Background: an optimization exercise with open tools, aiming at small area, a short achievable clock period and few clock cycles. Do not read the settings as production practice. Where RTL was checked, it was by simulation tests only, not by an equivalence proof against the original. The RTL of run 3 was laid out without a check of its function. No activity file was given, so power comes from the tool's default toggle rates.

===== flow/flow/run.sh =====
#!/bin/bash
export SETUP_SLACK_MARGIN=6.5
export CTS_ARGS="-sink_clustering_enable -repair_clock_nets -sink_clustering_size 28 -sink_clustering_max_diameter 80 -dont_use_dummy_load"
bash standard.sh > standard.log 2>&1

===== flow/standard.sh =====
#!/bin/bash
# synth_recipe.tcl (not shown) runs the flow's synth.tcl, then flattens the netlist and writes it again
# the make line also repeats each setting of config.mk as NAME=value (left out here)
make -C /OpenROAD-flow-scripts/flow DESIGN_CONFIG=/design/flow/config.mk WORK_HOME=/design/flow/orfs CLKGATE_MAP_FILE= SYNTH_SCRIPT=/design/flow/synth_recipe.tcl "${@:-finish}"

===== flow/config.mk =====
export PLATFORM = sky130hd
export DESIGN_NAME = mx_chunk_rx
export DESIGN_NICKNAME = mx_chunk_rx
export VERILOG_FILES = /design/flow/design.v
export SDC_FILE = /design/flow/constraint.sdc
export NUM_CORES = 4
export LEC_CHECK = 0
export ABC_AREA = 1
export CAP_MARGIN = 20
export CORE_MARGIN = 2
export CORE_UTILIZATION = 40
export CTS_CLUSTER_DIAMETER = 80
export CTS_CLUSTER_SIZE = 28
export SLEW_MARGIN = 20
export TNS_END_PERCENT = 40

===== flow/constraint.sdc =====
create_clock -name core_clock -period 10.0 [get_ports {clk}]
set_input_delay 2.0000 -clock core_clock [delete_from_list [all_inputs] [get_ports {clk}]]
set_output_delay 2.0000 -clock core_clock [all_outputs]
set_load 0.01 [all_outputs]

===== flow/design.v =====
`timescale 1ns/1ps
module mx_chunk_rx (
    input  wire       clk,
    input  wire       rst,
    input  wire       in_valid,
    output reg        in_ready,
    input  wire [7:0] in_data,
    input  wire       in_last,
    output reg        st_valid,
    output reg  [1:0] st_res,
    output reg  [2:0] st_cause,
    output reg        st_disc,
    output wire [7:0] st_msg_len,
    output wire       st_msg_bin,
    output wire       st_acc,
    output wire [7:0] st_rlen,
    output wire [4:0] st_exp_sn,
    output wire       st_frame_bin,
    output wire       m_valid,
    input  wire       m_ready,
    output wire [7:0] m_data,
    output wire       m_last
);
    localparam integer MAXF     = 160;
    localparam integer MTU      = 20;
    localparam integer QD       = 3;         
    localparam integer NR       = 20;        
    localparam [7:0]   SENT_ENC = 8'hFE;
    localparam [31:0]  FNV_OFFSET = 32'h811C9DC5;
    localparam [2:0] E_NONE     = 3'd0;
    localparam [2:0] E_DECODE   = 3'd1;
    localparam [2:0] E_INTEGRITY= 3'd2;
    localparam [2:0] E_NOFRAME  = 3'd3;
    localparam [2:0] E_GAP      = 3'd4;
    localparam [2:0] E_FIRST    = 3'd5;
    localparam [2:0] E_OVERFLOW = 3'd6;
    localparam [2:0] E_SIZE     = 3'd7;
    reg        r_acc;
    reg [7:0]  r_len;
    reg [4:0]  r_exp_sn;
    reg        r_fbin;
    assign st_acc       = r_acc;
    assign st_rlen      = r_len;
    assign st_exp_sn    = r_exp_sn;
    assign st_frame_bin = r_fbin;
    reg [7:0]  tail;         
    reg [7:0]  fend;         
    reg [7:0]  freec;        
    reg [7:0]  ra;           
    reg        rd_done;      
    reg [2:0]  ph;           
    reg [7:0]  stg [0:7];
    reg [7:0]  wa;
    reg [7:0]  ea;
    reg [3:0]  pc;           
    reg        ib_v;
    reg [7:0]  ib_d;
    reg [5:0]  ib_sv;        
    reg        ib_sok;
    reg        ib_spad;
    reg        ib_fe;
    reg        ib_l;
    reg        dec_pend;     
    reg        ap_acc;       
    reg        ap_dlv;       
    reg        ap_drop;      
    reg [3:0]  ap_jn;        
    reg        wblk;         
    reg [4:0]  wcnt;         
    reg        too_long;     
    reg        enc;          
    reg        dec_err;      
    reg [1:0]  qidx;         
    reg [5:0]  qprev;        
    reg        q2_pad;       
    reg [7:0]  dl0, dl1, dl2;    
    reg [1:0]  dcnt;
    reg        hdr_seen;
    reg [7:0]  hdr;
    reg [7:0]  woff;         
    reg [7:0]  hl0, hl1, hl2, hl3;   
    reg [7:0]  xd0, xd0b;            
    reg [7:0]  xd1;                  
    reg [7:0]  r3;                   
    reg [1:0]  hc0;                  
    reg [2:0]  hc1, hc2;
    reg        tm0, tm1, tm2;        
    reg [7:0]  hl2s;                 
    reg [7:0]  mq [0:QD-1];
    reg [1:0]  mqn;
    reg        mv_r;
    reg [7:0]  md_r;
    reg        ml_r;
    function [6:0] b64_val;
        input [7:0] c;
        begin
            if (c >= "A" && c <= "Z")      b64_val = {1'b1, c[5:0] - 6'd1};
            else if (c >= "a" && c <= "z") b64_val = {1'b1, c[5:0] - 6'd7};
            else if (c >= "0" && c <= "9") b64_val = {1'b1, c[5:0] + 6'd4};
            else if (c == "+")             b64_val = {1'b1, 6'd62};
            else if (c == "/")             b64_val = {1'b1, 6'd63};
            else                           b64_val = 7'd0;
        end
    endfunction
    function [7:0] inc160;
        input [7:0] a;
        begin
            inc160 = (a == MAXF - 1) ? 8'd0 : a + 8'd1;
        end
    endfunction
    wire       take     = ib_v && !dec_pend && !wblk;
    wire [6:0] in_sym   = b64_val(in_data);
    wire       sym_ok   = ib_sok;
    wire [5:0] sym_v    = ib_sv;
    wire       sym_pad  = ib_spad;
    wire       w_sent   = wcnt == 5'd0 && ib_fe;
    wire       w_over   = too_long || wcnt == MTU[4:0];
    wire       is_sym   = enc && !w_over;
    reg        q_bad;
    always @(*) begin
        case (qidx)
        2'd0, 2'd1: q_bad = !sym_ok;
        2'd2:       q_bad = !sym_ok && !sym_pad;
        default:    q_bad = (!sym_ok && !sym_pad) || (q2_pad && !sym_pad) ||
                            ((q2_pad || sym_pad) && !ib_l);
        endcase
    end
    reg        p_has;
    reg [7:0]  p_byte;
    always @(*) begin
        p_has  = 1'b0;
        p_byte = ib_d;
        if (!enc) begin
            p_has = !w_over && !w_sent;
        end else begin
            case (qidx)
            2'd1: begin p_has = 1'b1;     p_byte = {qprev, sym_v[5:4]}; end
            2'd2: begin p_has = !sym_pad; p_byte = {qprev[3:0], sym_v[5:2]}; end
            2'd3: begin p_has = !sym_pad; p_byte = {qprev[1:0], sym_v}; end
            default: ;
            endcase
            p_has = p_has && !w_over;
        end
    end
    wire       push    = take && p_has;
    wire       hdr_in  = push && dcnt == 2'd3 && !hdr_seen;    
    wire       wr_due  = hdr_seen && woff < MAXF;
    wire       wr_en   = push && wr_due;                      
    wire        tag_ok  = hdr_seen && tm2 && dl0 == (hl2s ^ hl3);
    wire [4:0]  h_sn    = hdr[4:0];
    wire        h_bin   = hdr[5];
    wire        h_first = hdr[6];
    wire        h_last  = hdr[7];
    wire        fits    = woff <= MAXF;      
    wire        mq_full = (mqn == QD);
    wire        decide  = dec_pend && !(h_last && mq_full);
    wire        accept  = !too_long && !dec_err && tag_ok && fits &&
                          (h_first ? h_sn == 5'd0 : (r_acc && h_sn == r_exp_sn));
    wire        enq     = ap_dlv && woff != 8'd0;
    wire [7:0]  d_jn    = hdr_seen ? woff : r_len;
    wire        h_drop  = hdr_in && dl2[6] && r_acc;
    wire [3:0]  jn      = h_drop ? (r_len[7:3] != 5'd0 ? 4'd8 : {1'b0, r_len[2:0]}) : ap_jn;
    wire        drop    = ap_drop || h_drop;
    wire        drop_all = pc <= jn;
    wire [7:0]  hx0 = hl0 ^ p_byte;
    wire [9:0]  hs0 = {2'd0, hx0} + {2'd0, hx0[6:0], 1'b0} + {2'd0, hx0[3:0], 4'd0} +
                      {2'd0, hx0[0], 7'd0};
    wire [10:0] hs1 = {3'd0, hl1} + {3'd0, hl1[6:0], xd0[7]} + {3'd0, hl1[3:0], xd0[7:4]} +
                      {3'd0, hl1[0], xd0[7:1]} + {3'd0, xd0} + {8'd0, hc0};
    wire [10:0] hs2 = {3'd0, hl2} + {3'd0, hl2[6:0], xd1[7]} + {3'd0, hl2[3:0], xd1[7:4]} +
                      {3'd0, hl2[0], xd1[7:1]} + {3'd0, xd1} + {8'd0, hc1};
    wire [7:0]  r3_n = {7'd0, hl2[7]} + {4'd0, hl2[7:4]} + {1'b0, hl2[7:1]} + hl2 + xd0b;
    wire [7:0]  hs3 = hl3 + {hl3[6:0], 1'b0} + {hl3[3:0], 4'd0} + {hl3[0], 7'd0} +
                      r3 + {5'd0, hc2};
    wire        rw_en   = pc != 4'd0 && ph == wa[2:0];   
    wire [7:0]  rw_byte = stg[ph];
    wire [7:0]  ring_top [0:NR-1];
    genvar g;
    generate
        for (g = 0; g < NR; g = g + 1) begin : ring
            reg [63:0] q;
            always @(posedge clk) begin
                q <= {q[55:0], (rw_en && wa[7:3] == g) ? rw_byte : q[63:56]};
            end
            assign ring_top[g] = q[63:56];
        end
    endgenerate
    always @(posedge clk) begin
        if (wr_en)
            stg[ea[2:0]] <= dl2;
    end
    wire        has_msg = (mqn != 2'd0);
    wire        load    = has_msg && ph == ra[2:0] && (!mv_r || m_ready);
    wire        pop     = load && mq[0] == 8'd1;
    wire [7:0]  rd_byte = (pc != 4'd0 && ra == wa) ? rw_byte : ring_top[ra[7:3]];
    wire        rd_last = mq[0] == 8'd1;
    reg         hdr_seen_n;
    reg  [7:0]  woff_n;
    reg  [7:0]  freec_n;
    always @(*) begin
        hdr_seen_n = hdr_seen;
        woff_n     = woff;
        if (hdr_in) begin
            hdr_seen_n = 1'b1;
            woff_n     = dl2[6] ? 8'd0 : r_len;
        end else if (push && hdr_seen) begin
            woff_n     = woff + 8'd1;
        end
        if (decide)
            hdr_seen_n = 1'b0;
        freec_n = freec + {7'd0, rd_done} - (ap_dlv ? woff : 8'd0);
    end
    reg         hs_p;
    reg  [7:0]  wo_p;
    always @(*) begin
        hs_p = hdr_seen;
        wo_p = woff;
        if (take && dcnt == 2'd3 && !hdr_seen) begin
            hs_p = 1'b1;
            wo_p = dl2[6] ? 8'd0 : r_len;
        end else if (take && hdr_seen) begin
            wo_p = woff + 8'd1;
        end
        if (decide)
            hs_p = 1'b0;
    end
    wire        wblk_n  = hs_p && wo_p < MAXF &&
                          (rd_done ? wo_p > freec : wo_p >= freec);
    wire        ib_v_n  = (in_valid && in_ready) || (ib_v && !take);
    wire        dec_pend_n = (take && ib_l) || (dec_pend && !decide);
    integer i;
    always @(posedge clk) begin
        if (rst) begin
            r_acc      <= 1'b0;
            r_len      <= 8'd0;
            r_exp_sn   <= 5'd0;
            r_fbin     <= 1'b0;
            tail       <= 8'd0;
            fend       <= 8'd0;
            freec      <= MAXF[7:0];
            ra         <= 8'd0;
            rd_done    <= 1'b0;
            ph         <= 3'd0;
            wa         <= 8'd0;
            ea         <= 8'd0;
            pc         <= 4'd0;
            ib_v       <= 1'b0;
            dec_pend   <= 1'b0;
            ap_acc     <= 1'b0;
            ap_dlv     <= 1'b0;
            ap_drop    <= 1'b0;
            ap_jn      <= 4'd0;
            in_ready   <= 1'b1;
            wblk       <= 1'b0;
            wcnt       <= 5'd0;
            too_long   <= 1'b0;
            enc        <= 1'b0;
            dec_err    <= 1'b0;
            qidx       <= 2'd0;
            q2_pad     <= 1'b0;
            dcnt       <= 2'd0;
            hdr_seen   <= 1'b0;
            hl0        <= FNV_OFFSET[7:0];
            hl1        <= FNV_OFFSET[15:8];
            hl2        <= FNV_OFFSET[23:16];
            hl3        <= FNV_OFFSET[31:24];
            mqn        <= 2'd0;
            mv_r       <= 1'b0;
            st_valid   <= 1'b0;
            st_res     <= 2'd0;
            st_cause   <= 3'd0;
            st_disc    <= 1'b0;
        end else begin
            st_valid <= 1'b0;
            ph       <= ph + 3'd1;
            if (in_valid && in_ready) begin
                ib_v <= 1'b1;
            end else if (take) begin
                ib_v <= 1'b0;
            end
            if (take) begin
                if (wcnt == MTU[4:0])
                    too_long <= 1'b1;
                else
                    wcnt <= wcnt + 5'd1;
                if (w_sent) begin
                    enc <= 1'b1;
                end else if (is_sym) begin
                    if (qidx == 2'd2) q2_pad <= sym_pad;
                    if (q_bad) dec_err <= 1'b1;
                    qidx <= qidx + 2'd1;
                end
                if (ib_l) begin
                    dec_pend <= 1'b1;
                    if (enc && qidx != 2'd3) dec_err <= 1'b1;
                end
            end
            hdr_seen <= hdr_seen_n;
            freec    <= freec_n;
            wblk     <= wblk_n;
            in_ready <= !ib_v_n || (!dec_pend_n && !wblk_n);
            if (push) begin
                if (dcnt != 2'd3)
                    dcnt <= dcnt + 2'd1;
                hl0 <= hs0[7:0];
                hc0 <= hs0[9:8];
                if (dcnt != 2'd0) begin
                    hl1 <= hs1[7:0];
                    hc1 <= hs1[10:8];
                end
                if (dcnt[1]) begin
                    hl2 <= hs2[7:0];
                    hc2 <= hs2[10:8];
                end
                if (dcnt == 2'd3)
                    hl3 <= hs3;
            end
            if (drop) begin
                ea <= tail;
                if (drop_all) begin
                    wa <= tail;
                    pc <= 4'd0;
                end else begin
                    if (rw_en) wa <= inc160(wa);
                    pc <= pc - jn - {3'd0, rw_en};
                end
            end else begin
                if (wr_en) ea <= inc160(ea);
                if (rw_en) wa <= inc160(wa);
                pc <= pc + {3'd0, wr_en} - {3'd0, rw_en};
            end
            ap_acc  <= decide && accept && !h_last;
            ap_dlv  <= decide && accept && h_last;
            ap_drop <= decide && !accept;
            ap_jn   <= (d_jn[7:3] != 5'd0) ? 4'd8 : {1'b0, d_jn[2:0]};
            if (ap_acc)
                fend <= ea;
            if (ap_dlv) begin
                tail <= ea;
                fend <= ea;
            end
            if (ap_drop)
                fend <= tail;
            if (decide) begin
                dec_pend   <= 1'b0;
                st_valid   <= 1'b1;
                st_res     <= 2'd0;
                st_disc    <= 1'b0;
                if (too_long || dec_err || !tag_ok) begin
                    st_cause <= too_long ? E_SIZE : (dec_err ? E_DECODE : E_INTEGRITY);
                    st_disc  <= r_acc;
                    r_acc    <= 1'b0;
                    r_len    <= 8'd0;
                end else if (h_first) begin
                    st_disc <= r_acc;
                    r_acc   <= 1'b0;
                    r_len   <= 8'd0;
                    if (h_sn != 5'd0) begin
                        st_cause <= E_FIRST;
                    end else if (!fits) begin
                        st_cause <= E_OVERFLOW;
                    end else begin
                        st_cause <= E_NONE;
                        r_exp_sn <= 5'd1;
                        r_fbin   <= h_bin;
                        if (h_last) begin
                            st_res     <= 2'd2;
                        end else begin
                            st_res <= 2'd1;
                            r_acc  <= 1'b1;
                            r_len  <= woff;
                        end
                    end
                end else if (!r_acc) begin
                    st_cause <= E_NOFRAME;
                end else if (h_sn != r_exp_sn || !fits) begin
                    st_cause <= (h_sn != r_exp_sn) ? E_GAP : E_OVERFLOW;
                    st_disc  <= 1'b1;
                    r_acc    <= 1'b0;
                    r_len    <= 8'd0;
                end else begin
                    st_cause <= E_NONE;
                    r_exp_sn <= r_exp_sn + 5'd1;
                    r_fbin   <= r_fbin | h_bin;
                    if (h_last) begin
                        st_res     <= 2'd2;
                        r_acc      <= 1'b0;
                        r_len      <= 8'd0;
                    end else begin
                        st_res <= 2'd1;
                        r_len  <= woff;
                    end
                end
                wcnt      <= 5'd0;
                too_long  <= 1'b0;
                enc       <= 1'b0;
                dec_err   <= 1'b0;
                qidx      <= 2'd0;
                q2_pad    <= 1'b0;
                dcnt      <= 2'd0;
                hl0       <= FNV_OFFSET[7:0];
                hl1       <= FNV_OFFSET[15:8];
                hl2       <= FNV_OFFSET[23:16];
                hl3       <= FNV_OFFSET[31:24];
            end
            rd_done <= load;
            if (load) ra <= inc160(ra);
            if (load)
                mv_r <= 1'b1;
            else if (m_ready)
                mv_r <= 1'b0;
            mqn <= mqn + (enq ? 2'd1 : 2'd0) - (pop ? 2'd1 : 2'd0);
        end
    end
    always @(posedge clk) begin
        if (in_valid && in_ready) begin
            ib_d    <= in_data;
            ib_l    <= in_last;
            ib_sv   <= in_sym[5:0];
            ib_sok  <= in_sym[6];
            ib_spad <= in_data == 8'h3D;
            ib_fe   <= in_data == SENT_ENC;
        end
        if (take && !w_sent && is_sym)
            qprev <= sym_v;
        if (push) begin
            dl0  <= p_byte;
            dl1  <= dl0;
            dl2  <= dl1;
            xd0  <= hx0;
            xd0b <= xd0;
            xd1  <= hl1;
            r3   <= r3_n;
            hl2s <= hl2;
            tm0  <= p_byte == hl0;
            tm1  <= tm0 && p_byte == hl1;
            tm2  <= tm1;
        end
        if (hdr_in)
            hdr <= dl2;
        woff <= woff_n;
        if (load) begin
            md_r <= rd_byte;
            ml_r <= rd_last;
        end
        if (pop) begin
            for (i = 0; i < QD - 1; i = i + 1) mq[i] <= mq[i+1];
            mq[QD-1] <= 8'd0;
        end else if (load) begin
            mq[0] <= mq[0] - 8'd1;
        end
        if (enq)
            mq[pop ? mqn - 2'd1 : mqn] <= woff;
    end
    assign st_msg_len = st_res[1] ? woff : 8'd0;
    assign st_msg_bin = st_res[1] & r_fbin;
    assign m_valid = mv_r;
    assign m_data  = md_r;
    assign m_last  = ml_r;
endmodule

==> results.json, run 1 <==
{
  "routed_wl_um": 100300,
  "syn_inst": 4134,
  "final.setup.tns_ns": 0,
  "hold_path_class": "register to register",
  "fin_hold_ws_ns": 0.2697,
  "critical_path.cell_chain": "clkdlybuf4s50_1",
  "final_cell_mix": "dfxtp_1, nand2_1, inv_1",
  "crit_arrival_ns": 1.61,
  "layout-drive-gt1-share_pct": 8.355,
  "first_pass_iters": 6,
  "fp.dieH_um": 353.3,
  "cts_max_path_buffers": 3,
  "grt_pass1_wl_um": 152900,
  "n_antenna_cell": 0,
  "vias": 27205,
  "dp_slack_ns": 5.301,
  "ys_seq_elements": 1620,
  "track_usage_pct": 15.89,
  "crit_buf_inv": 1,
  "status": "timing/DRC/antenna clean",
  "clock_power_share_pct": 27.3,
  "root_buffer": "clkbuf_16",
  "first_iter_violations": 2040,
  "powerDensity_nw_per_um2": 213.1,
  "cts_buffers": 72,
  "crit_family": "buffers and inverters",
  "vias_per_cell": 4.622,
  "post_drt_wl_per_cell_um": 17.04,
  "hold_start": "ring[15].q[46]$_DFF_P_",
  "setup_violations": 0,
  "rsz0062_at_grt": "true",
  "ios": 55,
  "antenna_found_initial": 4,
  "ys_warn_count": 1,
  "numPortBuffers": 54,
  "dieWidth_um": 353.3,
  "r2r_start": "hl2[0]$_SDFFE_PP0P_",
  "ys.flop_type": "dfxtp_1",
  "fmax_mhz": 277.3,
  "seq_area_frac_synth_pct": 70.82,
  "largest_reg_flops": 1280,
  "p_leak_nw": 22.39,
  "tritoncts": "done",
  "r2r_slack_ns": 6.46,
  "min_path_cells": 0,
  "fillers": 11256,
  "final_core_util_pct": 44.44,
  "core_area_um2": 121400,
  "critical-path-slowest-cell": "clkdlybuf4s50_1",
  "grt_max_degree": 62,
  "clock_latency_ns": 0.68,
  "regArea_um2": 34620,
  "max_cap_viol_count": 0,
  "start_kind": "register",
  "die_area_um2": 124800,
  "cp_slowest_stage_delay_ns": 0.56,
  "layout.nets": 4489,
  "grt-ovfl-total": 0,
  "async_flop_share_pct": 0,
  "grt_pass1_vias": 26034,
  "peakVddDrop_mv": 0.1348,
  "cp.required_ns": 8.00,
  "synth_edf_count": 212,
  "r2r_end": "hc2[1]$_DFFE_PP_",
  "pwr-share-seq_pct": 61.1,
  "synth_nets": 4360,
  "p_int_w": 0.008735,
  "multi_input_area_um2": 12590,
  "final_common_cell": "dfxtp_1",
  "relSlewSlack_pct": 34.53,
  "reg2regPathDepth": 15,
  "clock_sinks": 1620,
  "initial_utilization_pct": 40.19,
  "fin_crit_sh_pct": 36.07,
  "finalHoldViolations": 0,
  "row_count": 128,
  "synthTopCellsByArea": "dfxtp_1, edfxtp_1, nand2_1",
  "synth_cell_type_count": 63,
  "power_frac_comb_pct": 11.6,
  "crit_fanout": 1,
  "post-route-min-period_ns": 3.607,
  "drcViolationCount": 0,
  "fin_skew_ns": 0.06147,
  "min_delay_worst_endpoint": "ring[15].q[54]$_DFF_P_",
  "clkTransAtPathRegs_ns": 0.10,
  "cts_max_level": 3,
  "area_growth_pct": 10.58,
  "worstMarginPinSlew_ns": 0.9820,
  "swShare_pct": 24.05,
  "postSynthAreaPerCell_um2": 11.80,
  "dp_hpwl_um": 68230,
  "end_kind": "primary output",
  "slew_viol_final": 0,
  "netlist_area_um2": 48790,
  "ant_nets": 0,
  "p_sw_w": 0.002765,
  "top_register": "ring.q",
  "yosysTopAreaCellShare_pct": 57.77,
  "critPathKind": "register to primary output",
  "synth_top_cell_by_area": "dfxtp_1",
  "setup_ws_ns": 6.393,
  "gp_congestion": 0.8734
}
[cells in the mapped netlist (3+ instances only)]
library cell / n
o21bai_1: 3
or2_2: 7
o2bb2ai_1: 3
nand4_1: 29
fa_1: 87
a221oi_1: 3
nand2_2: 6
o21ai_0: 331
a211oi_1: 24
nor3_1: 29
o211ai_1: 7
buf_6: 10
inv_2: 12
nand2_1: 563
nand3_1: 113
o22ai_1: 44
nor4_1: 4
clkbuf_1: 36
edfxtp_1: 212
a21o_1: 3
inv_1: 400
o21ai_2: 18
buf_2: 35
xor2_1: 56
dfxtp_1: 1408
buf_4: 6
nor2_4: 13
xnor2_1: 32
nor2_2: 5
a31oi_1: 6
ha_1: 126
nor2_1: 294
a22oi_2: 3
o2111ai_1: 8
o21ai_1: 16
a21oi_1: 144
[through the flow]
stage	area [um^2]	power, W	cells
final	53950	0.01150	5886
after global routing	53950	0.01203	5886
after CTS	53590	0.01152	5865
after detailed placement	51160	0.008358	5750
after global placement	51160	0.008331	5750
after floorplan	48860	0.008007	4134
[worst max-delay path by stage]
stage                            from                    to  slack, ns  cells past startpoint
finish              md_r[2]$_DFFE_PP_             m_data[2]       6.39                      1
global route         xd0[1]$_DFFE_PP_      hc1[2]$_DFFE_PP_       6.24                     18
CTS                        in_data[2]  ib_sok$_SDFFCE_PP1P_       6.27                      7
detailed placement            m_ready    mq[1][4]$_DFFE_PP_       5.30                     11
global placement              m_ready    mq[1][4]$_DFFE_PP_       5.35                     11
floorplan                     m_ready    mq[1][0]$_DFFE_PP_       6.49                     11
[power groups by stage]
| stage | Clock, W | Combinational (W) | Sequential, W |
|---|---|---|---|
| 6_report | 0.00314 | 0.00133 | 0.00703 |
| 5_1_grt | 0.00347 | 0.00151 | 0.00706 |
| 4_1_cts | 0.00324 | 0.00125 | 0.00703 |
| 3_5_place_dp | 0 | 0.00118 | 0.00718 |
| 3_3_place_gp | 0 | 0.00116 | 0.00717 |
| 2_1_floorplan | 0 | 0.000885 | 0.00712 |
[kinds of logic after synthesis]
family | Yosys count | share of synthesized area (%)
multiplexers | 2 | 0.04103
adder cells (fa/ha/maj) | 213 | 6.801
AO/OA/AOI/OAI | 623 | 7.088
flip-flops | 1620 | 70.82
buffers and inverters | 509 | 4.226
XOR/XNOR | 88 | 1.580
AND/OR/NAND/NOR | 1079 | 9.445
[metal layers]
| metal | vias up | share of wire, % | global-route usage, % |
|---|---|---|---|
| li1 | 13549 | - | - |
| met1 | 12882 | 49 | 23.08 |
| met3 | 152 | 5.1 | 2.718 |
| met4 | 4 | 2.9 | 5.047 |
| met2 | 618 | 43 | 24.13 |
| met5 | - | 0.025 | 0 |
[area by class of cell]
type	instances	area share, %
timing repair buffer	145	2.430
inverter	418	2.952
tap	1625	3.768
multi-input combinational	2006	23.34
clock buffer	72	3.339
sequential	1620	64.17
[timing repair]
action / in CTS / in global routing
hold buffers: 0 / 0
endpoints found under the setup margin: 128 / 118
gates cloned: 2 / 0
pin swaps: 27 / 32
resized for setup: 129 / 62
buffers inserted: 41 / 21
Testbench counts, summed over its fixed seeds: cycles 30,639.
==> run 2: changes to the inputs <==
--- a/flow/config.mk
+++ b/flow/config.mk
@@ -12,4 +12,3 @@
 export CTS_CLUSTER_DIAMETER = 80
 export CTS_CLUSTER_SIZE = 28
 export SLEW_MARGIN = 20
-export TNS_END_PERCENT = 40
==> results.json, run 2 <==
{
  "core_area_um2": 121400,
  "final_common_cell": "dfxtp_1",
  "ant_nets": 0,
  "tritoncts": "done",
  "fillers": 11243,
  "synth_nets": 4360,
  "layout-drive-gt1-share_pct": 9.711,
  "ios": 55,
  "clock_latency_ns": 0.69,
  "routed_wl_um": 100400,
  "cts_max_path_buffers": 3,
  "area_growth_pct": 11.18,
  "syn_inst": 4134,
  "status": "timing/DRC/antenna clean",
  "start_kind": "register",
  "synth_edf_count": 212,
  "async_flop_share_pct": 0,
  "critical-path-slowest-cell": "fa_1",
  "seq_area_frac_synth_pct": 70.82,
  "n_antenna_cell": 0,
  "r2r_start": "hl1[0]$_SDFFE_PP1P_",
  "yosysMostFrequentCell": "dfxtp_1",
  "ys_warn_count": 1,
  "vias_per_cell": 4.613,
  "final_core_util_pct": 44.69,
  "cp_slowest_stage_delay_ns": 0.58,
  "synthTopCellsByArea": "dfxtp_1, edfxtp_1, nand2_1",
  "finalHoldViolations": 0,
  "relSlewSlack_pct": 30.57,
  "grt_max_degree": 62,
  "track_usage_pct": 15.82,
  "cp.required_ns": 10.49,
  "fp.dieH_um": 353.3,
  "numPortBuffers": 54,
  "layout.nets": 4522,
  "cts_max_level": 3,
  "final.setup.tns_ns": 0,
  "row_count": 128,
  "post-route-min-period_ns": 3.525,
  "end_kind": "register",
  "r2r_slack_ns": 6.47,
  "grt_pass1_vias": 25844,
  "yosysTopAreaCellShare_pct": 57.77,
  "synth_top_cell_by_area": "dfxtp_1",
  "grt-ovfl-total": 0,
  "initial_utilization_pct": 40.19,
  "cp-startpoint": "hl1[0]$_SDFFE_PP1P_",
  "grt_pass1_wl_um": 152200,
  "largest_reg_flops": 1280,
  "postSynthAreaPerCell_um2": 11.80,
  "setup_violations": 0,
  "netlist_area_um2": 48790,
  "dp_slack_ns": 5.284,
  "slew_viol_final": 0,
  "crit_fanout": 8,
  "fmax_mhz": 283.7,
  "drcViolationCount": 0,
  "synth_common_cells": "dfxtp_1, nand2_1, inv_1",
  "fin_crit_sh_pct": 35.25,
  "critical_path.cell_chain": "fa_1 > inv_2 > fa_1 > fa_1 > inv_1 > ha_2 > inv_2 > fa_2 > nor2_2 > o21ai_2 > nand2_1 > nand2_2 > nand2_1 > a21o_1 > nand3_2 > nand2_2 > nand2_1 > a21oi_2",
  "first_pass_iters": 7,
  "ys.flop_type": "dfxtp_1",
  "root_buffer": "clkbuf_16",
  "post_drt_wl_per_cell_um": 16.96,
  "synth_cell_type_count": 63,
  "reg2regPathDepth": 18,
  "r2r_end": "hc1[2]$_DFFE_PP_",
  "rsz0062_at_grt": "true",
  "hold_path_class": "register to register",
  "p_leak_nw": 22.35,
  "fin_skew_ns": 0.09408,
  "antenna_found_initial": 0,
  "powerDensity_nw_per_um2": 213.4,
  "die_area_um2": 124800,
  "first_iter_violations": 2016,
  "gp_congestion": 0.8421,
  "setup_ws_ns": 6.475,
  "dp_hpwl_um": 67790,
  "top_register": "ring.q",
  "cts_buffers": 74,
  "ys_seq_elements": 1620,
  "crit_path_end": "hc1[2]$_DFFE_PP_",
  "dieWidth_um": 353.3,
  "vias": 27304,
  "fin_hold_ws_ns": 0.2704,
  "worstMarginPinSlew_ns": 1.040,
  "clkTransAtPathRegs_ns": 0.10,
  "peakVddDrop_mv": 0.1343,
  "critPathKind": "register to register",
  "crit_arrival_ns": 4.02,
  "max_cap_viol_count": 0,
  "final_cell_mix": "dfxtp_1, nand2_1, inv_1",
  "clock_sinks": 1620
}
==> run 2: cells by family after synthesis <==
logic type               after synthesis  share of synthesized area (%)
XOR/XNOR                              88                          1.580
multiplexers                           2                        0.04103
AND/OR/NAND/NOR                     1079                          9.445
AO/OA/AOI/OAI                        623                          7.088
adder cells (fa/ha/maj)              213                          6.801
buffers and inverters                509                          4.226
flip-flops                          1620                          70.82
==> run 2: critical path, delay by kind of cell, from the launching register on <==
kind	cells	cell delay [ns]
fa+ha+maj	5	2.01
simple gates	7	0.50
flops	1	0.41
compound gates	3	0.30
buf+inv	3	0.15
==> run 2: worst min-delay path by stage <==
| stage | start | to | slack [ns] | depth (start not counted) |
|---|---|---|---|---|
| 2_1_floorplan | ring[0].q[2]$_DFF_P_ | ring[0].q[10]$_DFF_P_ | 0.31 | 0 |
| 3_3_place_gp | ring[17].q[31]$_DFF_P_ | ring[17].q[39]$_DFF_P_ | 0.31 | 0 |
| 3_5_place_dp | ring[9].q[49]$_DFF_P_ | ring[9].q[57]$_DFF_P_ | 0.31 | 0 |
| 4_1_cts | ring[11].q[37]$_DFF_P_ | ring[11].q[45]$_DFF_P_ | 0.26 | 0 |
| 5_1_grt | ring[3].q[42]$_DFF_P_ | ring[3].q[50]$_DFF_P_ | 0.26 | 0 |
| 6_report | ring[11].q[37]$_DFF_P_ | ring[11].q[45]$_DFF_P_ | 0.27 | 0 |
==> run 2: what timing repair did <==
action | 4_1_cts | 5_1_grt
hold buffers | 0 | 0
pin swaps | 23 | 56
gates resized for setup | 151 | 89
buffers inserted | 42 | 45
endpoints found under the setup margin | 129 | 72
cloned | 0 | 4
==> run 2: routing by layer <==
| layer | global-route usage [%] | part of all wire (%) | up-vias |
|---|---|---|---|
| li1 | - | - | 13608 |
| met1 | 23.33 | 49 | 13034 |
| met2 | 24.09 | 44 | 526 |
| met3 | 2.202 | 4.4 | 136 |
| met4 | 4.826 | 2.7 | 0 |
| met5 | 0 | 0 | - |
==> run 2: metrics by stage <==
stage	std cells	total power, W	instance area [um^2]
2_1_floorplan	4134	0.008007	48870
3_3_place_gp	5754	0.008345	51200
3_5_place_dp	5754	0.008372	51200
4_1_cts	5870	0.01156	53610
5_1_grt	5919	0.01213	54250
6_report	5919	0.01158	54250
==> run 2: area by class of cell <==
| class | instances | area (um^2) | area share, % |
|---|---|---|---|
| sequential | 1620 | 34630 | 63.85 |
| multi-input combinational | 2008 | 12730 | 23.46 |
| tap | 1625 | 2033 | 3.748 |
| clock buffer | 74 | 1852 | 3.414 |
| inverter | 418 | 1593 | 2.936 |
| timing repair buffer | 174 | 1406 | 2.592 |
==> run 2: power by group <==
part | internal (W) | switching (W)
clock | 0.00133 | 0.00184
combinational | 0.000574 | 0.000807
sequential | 0.00690 | 0.000131
total | 0.00880 | 0.00278
==> run 3: changes to the inputs <==
--- a/flow/design.v
+++ b/flow/design.v
@@ -80,7 +80,7 @@
     reg [7:0]  woff;         
     reg [7:0]  hl0, hl1, hl2, hl3;   
     reg [7:0]  xd0, xd0b;            
-    reg [7:0]  xd1;                  
+    reg [8:0]  r1, r2;               
     reg [7:0]  r3;                   
     reg [1:0]  hc0;                  
     reg [2:0]  hc1, hc2;
@@ -165,10 +165,16 @@
     wire [7:0]  hx0 = hl0 ^ p_byte;
     wire [9:0]  hs0 = {2'd0, hx0} + {2'd0, hx0[6:0], 1'b0} + {2'd0, hx0[3:0], 4'd0} +
                       {2'd0, hx0[0], 7'd0};
-    wire [10:0] hs1 = {3'd0, hl1} + {3'd0, hl1[6:0], xd0[7]} + {3'd0, hl1[3:0], xd0[7:4]} +
-                      {3'd0, hl1[0], xd0[7:1]} + {3'd0, xd0} + {8'd0, hc0};
-    wire [10:0] hs2 = {3'd0, hl2} + {3'd0, hl2[6:0], xd1[7]} + {3'd0, hl2[3:0], xd1[7:4]} +
-                      {3'd0, hl2[0], xd1[7:1]} + {3'd0, xd1} + {8'd0, hc1};
+    function [8:0] up_terms;
+        input [7:0] x;
+        begin
+            up_terms = {8'd0, x[7]} + {5'd0, x[7:4]} + {2'd0, x[7:1]} + {1'b0, x};
+        end
+    endfunction
+    wire [10:0] hs1 = {3'd0, hl1} + {3'd0, hl1[6:0], 1'b0} + {3'd0, hl1[3:0], 4'd0} +
+                      {3'd0, hl1[0], 7'd0} + {2'd0, r1} + {9'd0, hc0};
+    wire [10:0] hs2 = {3'd0, hl2} + {3'd0, hl2[6:0], 1'b0} + {3'd0, hl2[3:0], 4'd0} +
+                      {3'd0, hl2[0], 7'd0} + {2'd0, r2} + {8'd0, hc1};
     wire [7:0]  r3_n = {7'd0, hl2[7]} + {4'd0, hl2[7:4]} + {1'b0, hl2[7:1]} + hl2 + xd0b;
     wire [7:0]  hs3 = hl3 + {hl3[6:0], 1'b0} + {hl3[3:0], 4'd0} + {hl3[0], 7'd0} +
                       r3 + {5'd0, hc2};
@@ -429,7 +435,8 @@
             dl2  <= dl1;
             xd0  <= hx0;
             xd0b <= xd0;
-            xd1  <= hl1;
+            r1   <= up_terms(hx0);
+            r2   <= up_terms(hl1);
             r3   <= r3_n;
             hl2s <= hl2;
             tm0  <= p_byte == hl0;
==> flow/flow/run.sh (replaced) <==
#!/bin/bash
export SETUP_SLACK_MARGIN=6.5
bash standard.sh > standard.log 2>&1
--- a/flow/config.mk
+++ b/flow/config.mk
@@ -5,7 +5,6 @@
 export SDC_FILE = /design/flow/constraint.sdc
 export NUM_CORES = 4
 export LEC_CHECK = 0
-export ABC_AREA = 1
 export CAP_MARGIN = 20
 export CORE_MARGIN = 2
 export CORE_UTILIZATION = 40
==> results.json, run 3 <==
{
  "tritoncts": "done",
  "finalHoldViolations": 0,
  "wl_met3_um": 3324,
  "track_usage_pct": 15.63,
  "cts_max_path_buffers": 3,
  "synth_cell_type_count": 90,
  "final_common_cell": "dfxtp_1",
  "multi_input_area_um2": 13720,
  "first_iter_violations": 1840,
  "setup_violations": 0,
  "numPortBuffers": 54,
  "peakVddDrop_mv": 0.1616,
  "crit_fanout": 6,
  "async_flop_share_pct": 0,
  "ios": 55,
  "final.setup.tns_ns": 0,
  "row_count": 128,
  "gp_congestion": 0.8123,
  "ys_warn_count": 1,
  "regArea_um2": 34920,
  "top_register": "ring.q",
  "clock_sinks": 1630,
  "fillers": 10937,
  "powerDensity_nw_per_um2": 213.9,
  "netlist_area_um2": 48750,
  "core_area_um2": 121400,
  "dr_wl_met2_um": 46100,
  "critPathKind": "register to register",
  "clkTransAtPathRegs_ns": 0.10,
  "ant_nets": 0,
  "post-route-min-period_ns": 3.718,
  "reg2regPathDepth": 14,
  "fmax_mhz": 268.9,
  "clock_power_share_pct": 29.4,
  "cts_max_level": 3,
  "fin_skew_ns": 0.03515,
  "seq_area_frac_synth_pct": 71.50,
  "rsz0062_at_grt": "true",
  "ys_seq_elements": 1630,
  "layout.nets": 3972,
  "slew_viol_final": 0,
  "wl_met1_um": 47410,
  "final_cell_mix": "dfxtp_1, nand2_1, edfxtp_1",
  "p_leak_nw": 21.14,
  "syn_inst": 3603,
  "largest_reg_flops": 1280,
  "antenna_found_initial": 1,
  "synth_top_cell_by_area": "dfxtp_1",
  "initial_utilization_pct": 40.16,
  "p_int_w": 0.008908,
  "max_cap_viol_count": 0,
  "grt_pass1_wl_um": 150500,
  "cp.required_ns": 10.41,
  "power_frac_comb_pct": 10.7,
  "drcViolationCount": 0,
  "cts_buffers": 73,
  "fp.dieH_um": 353.1,
  "dr.max_layer_used": "met4",
  "grt-ovfl-total": 0,
  "grt_pass1_vias": 24811,
  "grt_max_degree": 67,
  "dieWidth_um": 353.1,
  "layout-drive-gt1-share_pct": 11.92,
  "root_buffer": "clkbuf_16",
  "vias_per_cell": 4.737,
  "pwr-share-seq_pct": 60.0,
  "status": "timing/DRC/antenna clean",
  "clock_latency_ns": 0.67,
  "start_kind": "register",
  "synth_common_cells": "dfxtp_1, nand2_1, edfxtp_1",
  "fin_crit_sh_pct": 37.18,
  "synthTopCellsByArea": "dfxtp_1, edfxtp_1, ha_1",
  "swShare_pct": 24.05,
  "area_growth_pct": 12.46,
  "cts-hold-fix-buffers": 0,
  "post_drt_wl_per_cell_um": 18.39,
  "crit_arrival_ns": 4.13,
  "die_area_um2": 124700,
  "fin_total_pwr_w": 0.01173,
  "p_sw_w": 0.002821,
  "ys.flop_type": "dfxtp_1",
  "synth_edf_count": 222,
  "synth_nets": 3853,
  "relSlewSlack_pct": 25.61,
  "postSynthAreaPerCell_um2": 13.53,
  "routed_wl_um": 98860,
  "worstMarginPinSlew_ns": 1.092,
  "min_path_cells": 0,
  "end_kind": "register",
  "yosysMostFrequentCell": "dfxtp_1",
  "vias": 25463,
  "dp_hpwl_um": 65050,
  "first_pass_iters": 6,
  "hold_path_class": "register to register",
  "yosysTopAreaCellShare_pct": 57.82
}
-- run 3: cell count changes in the layout (fill, tap and decap cells not counted), moves of 42 or more --
| cell | change |
|---|---|
| nand3_1 | -54 |
| nand2_1 | -300 |
| nor2_1 | -133 |
| o21ai_0 | -158 |
| a22oi_1 | +42 |
| inv_1 | -280 |
| xnor2_1 | +44 |
-- run 3: cells by family after synthesis --
| kind of cell | share of synthesized area [%] |
|---|---|
| adder cells (fa/ha/maj) | 7.284 |
| multiplexers | 2.040 |
| flip-flops | 71.50 |
| buffers and inverters | 2.064 |
| AND/OR/NAND/NOR | 7.523 |
| AO/OA/AOI/OAI | 6.956 |
| XOR/XNOR | 2.636 |
-- run 3: path summary, 6_finish.rpt --
check / from / endpoint / slack (ns)
worst max register to register: qidx[1]$_SDFFE_PP0P_ / r1[7]$_DFFE_PP_ / 6.28
worst min register to register: ring[14].q[27]$_DFF_P_ / ring[14].q[35]$_DFF_P_ / 0.31
worst min-delay path: ring[14].q[27]$_DFF_P_ / ring[14].q[35]$_DFF_P_ / 0.31
worst max-delay path: qidx[1]$_SDFFE_PP0P_ / r1[7]$_DFFE_PP_ / 6.28
-- run 3: power by group through the flow --
stage | sequential (W) | combinational (W) | clock (W)
final | 0.00703 | 0.00125 | 0.00345
after detailed placement | 0.00718 | 0.00110 | 0
after CTS | 0.00704 | 0.00116 | 0.00355
after floorplan | 0.00713 | 0.000807 | 0
after global placement | 0.00718 | 0.00109 | 0
after global routing | 0.00706 | 0.00141 | 0.00378
-- run 3: per-stage QoR --
step / setup WS, ns / hold WS (ns) / utilization (%) / instance area, um^2 / cells
after floorplan: 6.237 / 0.3096 / - / 48980 / 3603
after global placement: 5.298 / 0.3095 / 42.39 / 51450 / 5200
after detailed placement: 5.251 / 0.3121 / 42.39 / 51450 / 5200
after CTS: 6.276 / 0.3173 / 44.70 / 54270 / 5347
after global routing: 6.144 / 0.3220 / 45.16 / 54820 / 5374
final: 6.282 / 0.3069 / 45.16 / 54820 / 5375
-- run 3: repair_timing --
| action | CTS | global route |
|---|---|---|
| hold endpoints to repair | 0 | 0 |
| pin swaps | 32 | 57 |
| endpoints found under the setup margin | 134 | 91 |
| gates cloned | 0 | 1 |
| gates resized for setup | 176 | 85 |
| buffers inserted | 45 | 25 |
-- run 3: area by class of cell --
cell class / count / share of cell area (%)
antenna: 1 / 0.004565
clock buffer: 84 / 3.503
clock inverter: 18 / 0.4953
inverter: 120 / 0.8444
multi-input combinational: 1723 / 25.03
sequential: 1630 / 63.69
tap: 1625 / 3.709
timing repair buffer: 174 / 2.718
-- run 3: worst max-delay path, stage by stage (launching register included) --
cell and delay [ns]:
dfxtp_4 0.37, buf_6 0.13, ha_4 0.18, a222oi_1 0.49, o21ai_4 0.12, xor2_2 0.26
buf_6 0.16, fa_1 0.43, ha_1 0.30, a21o_1 0.20, a21oi_2 0.15, nor2b_1 0.06
o21a_1 0.21, o41ai_2 0.31, xnor2_1 0.11
-- run 3: metal layers --
layer	GRT usage, %	vias to the layer above
li1	-	12501
met1	21.87	12453
met2	25.67	386
met3	2.191	123
met4	3.736	0
met5	0	-

-- port drivers added, routing unchanged --
Ports are ideal in the flow. The routed layouts listed here were re-timed in OpenROAD.
Step 1 sets driving cells, clkbuf_16 on the clock port and buf_2 on the other inputs (assumed; they add their load-dependent delay and slew).
Step 2 also shifts input and output timing later by t, the mid clock arrival at the registers, as if the neighbouring blocks saw the same clock.
Slacks: no drivers / after step 1 / after step 2; pairs: no drivers / after step 1.
| run | t (ns) | setup WS [ns] | slew at the worst register clock pin (ns) | worst slew at a driven data input, ns | pins driven straight from the clock port |
|---|---|---|---|---|---|
| run 1 | 0.714 | 6.393 / 6.320 / 5.928 | 0.11 / 0.11 | 0.04 | 1 |
| run 2 | 0.709 | 6.475 / 6.475 / 5.902 | 0.11 / 0.11 | 0.05 | 1 |
| run 3 | 0.726 | 6.282 / 6.282 / 5.827 | 0.11 / 0.11 | 0.03 | 1 |
After both steps setup and hold are still met in every run listed. For run 2, which loses most, drivers alone change the setup slack by 0.000 ns; drivers and shift together by -0.573 ns.
